From an optimization exercise on the open Yosys and OpenROAD flow, aimed at small area, a short achievable clock period and few clock cycles; shortcuts taken in it are not production practice. In this exercise RTL edits were held to simulation tests only and were not proved equivalent to the original.

## via_block
module via_block (
    input  wire        clk,
    input  wire        rst,
    input  wire        cmd_valid,
    output reg         cmd_ready,
    input  wire [2:0]  cmd_op,       
    input  wire        cmd_unit,     
    input  wire        cmd_debug,    
    input  wire [3:0]  cmd_reg,
    input  wire [31:0] cmd_data,     
    input  wire        i2c_sda_in,   
    input  wire        ser_atn,
    input  wire        ser_clk,
    input  wire        ser_data,
    input  wire [3:0]  joy_data,     
    output reg         rsp_valid,
    output reg  [7:0]  rsp_rdata,
    output reg         rsp_i2c_step,
    output wire        irq1,
    output wire        irq2,
    output wire        pb7_1,
    output wire        pb7_2,
    output reg         i2c_sda_out,
    output reg         i2c_scl_out,
    output reg         joy_latch,
    output reg         joy_clk
);
Size in the first run: about 4000 cells after synthesis, ~480 flip-flops.
clock: 10.0 ns
lec_check: 0
cap_margin: 20
core_margin: 2
core_utilization: 40
cts_cluster_diameter: 100
cts_cluster_size: 20
place_density: 0.6
setup_slack_margin: 5
slew_margin: 20
run.sh (not shown) runs the stock make flow with config.mk's settings and CLKGATE_MAP_FILE= SYNTH_SCRIPT=/design/flow/synth_recipe.tcl, a recipe that flattens the netlist after the stock synthesis.
Testbench counts at the start, summed over its fixed seeds: cycles 18,703.
Edit:
- CORE_UTILIZATION: 40 -> 55
- PLACE_DENSITY: 0.6 -> 0.7
The new run ran to the end with no violations.
Worst hold slack is about the same.
Final cell count decreases by 6.2%.
Global-route usage climbs by 8.4 points.
Routed wire length is lower by 4.9%.
Clock-buffer cell count does not change.

via_block, a different RTL version from the one above (not shown whole).
For scale: ~500 flip-flops, roughly 34000 µm² of cells after synthesis.
==> flow/config.mk <==
export PLATFORM = sky130hd
export DESIGN_NAME = via_block
export DESIGN_NICKNAME = via_block
export VERILOG_FILES = /design/flow/design.v
export SDC_FILE = /design/flow/constraint.sdc
export NUM_CORES = 4
export LEC_CHECK = 0
export CAP_MARGIN = 20
export CORE_MARGIN = 2
export CORE_UTILIZATION = 65
export CTS_CLUSTER_DIAMETER = 100
export CTS_CLUSTER_SIZE = 20
export PLACE_DENSITY = 0.75
export SLEW_MARGIN = 20
==> flow/constraint.sdc <==
create_clock -name core_clock -period 10.0 [get_ports {clk}]
set_input_delay 2.0000 -clock core_clock [delete_from_list [all_inputs] [get_ports {clk}]]
set_output_delay 2.0000 -clock core_clock [all_outputs]
set_load 0.01 [all_outputs]
standard.sh (not shown) runs the stock make flow with config.mk's settings and CLKGATE_MAP_FILE= SYNTH_SCRIPT=/design/flow/synth_recipe.tcl, a recipe that flattens the netlist after the stock synthesis.
==> flow/flow/run.sh <==
#!/bin/bash
set -euo pipefail
SETUP_MARGIN=6.0

# standard.sh's make command with the margin added; the DEF is written below
sed -e "s/ \"\\\${@:-finish}\"\$/ SETUP_SLACK_MARGIN=${SETUP_MARGIN} \"\${@:-finish}\"/" \
    -e '/^if \[\[ -f /,/^fi$/d' standard.sh > standard_margin.sh
grep -q "SETUP_SLACK_MARGIN=${SETUP_MARGIN} " standard_margin.sh
! grep -q "write_def" standard_margin.sh

bash standard_margin.sh finish > make.log 2>&1

# final DEF, as standard.sh writes it
RESULTS=orfs/results/${FLOW_PLATFORM}/via_block/base
: # left out here: write the final layout as DEF
Testbench counts at the start, summed over its fixed seeds: cycles 18,760.
Then changed:
==> flow/flow/run.sh (replaced) <==
#!/bin/bash
set -euo pipefail

sed -e 's/ "\${@:-finish}"$/ SETUP_SLACK_MARGIN=6.1 '"'"'BUFFER_PORTS_ARGS=-buffer_cell sky130_fd_sc_hd__buf_2'"'"' "${@:-finish}"/' \
    -e '/^if \[\[ -f /,/^fi$/d' standard.sh > standard_margin.sh
grep -q "SETUP_SLACK_MARGIN=6.1 'BUFFER_PORTS_ARGS=-buffer_cell sky130_fd_sc_hd__buf_2' " standard_margin.sh
! grep -q "write_def" standard_margin.sh

# ORFS (yosys, openroad, klayout) via make; each step also logs under orfs/logs
bash standard_margin.sh finish > make.log 2>&1

# final DEF, as standard.sh writes it
RESULTS=orfs/results/${FLOW_PLATFORM}/via_block/base
: # left out here: write the final layout as DEF
What happened:
- core utilization goes down by 0.37 points
- final area goes down slightly
- wire length goes up slightly
- clock-buffer cell count goes down by 2

## what the ideal ports hide
How much do the figures lean on ideal ports? The routed layouts below were timed once more, with nothing changed but the port constraints.
Step 1 assumes that a clkbuf_16 drives the clock port and a buf_2 every other input.
Step 2, shift: input delay + t, output delay - t, t = (earliest + latest rising clock arrival at the registers) / 2. This alone moves slack from input paths to output paths.
Three values: no drivers, after step 1, after step 2; two values: the first two.
run | shift t [ns] | setup slack, ns | cell pins on the clock port's net
the first run of note 1 | 0.693 | 4.962 / 4.962 / 4.874 | 1
the second run of note 1 | 0.677 | 4.987 / 4.987 / 4.987 | 1
the first run of note 2 | 0.695 | 6.036 / 5.982 / 5.646 | 1
the second run of note 2 | 0.690 | 6.191 / 6.191 / 5.673 | 1
After both steps setup and hold are still met in every run listed. For the second run of note 2, which loses most, drivers alone change the setup slack by 0.000 ns; drivers and shift together by -0.518 ns.
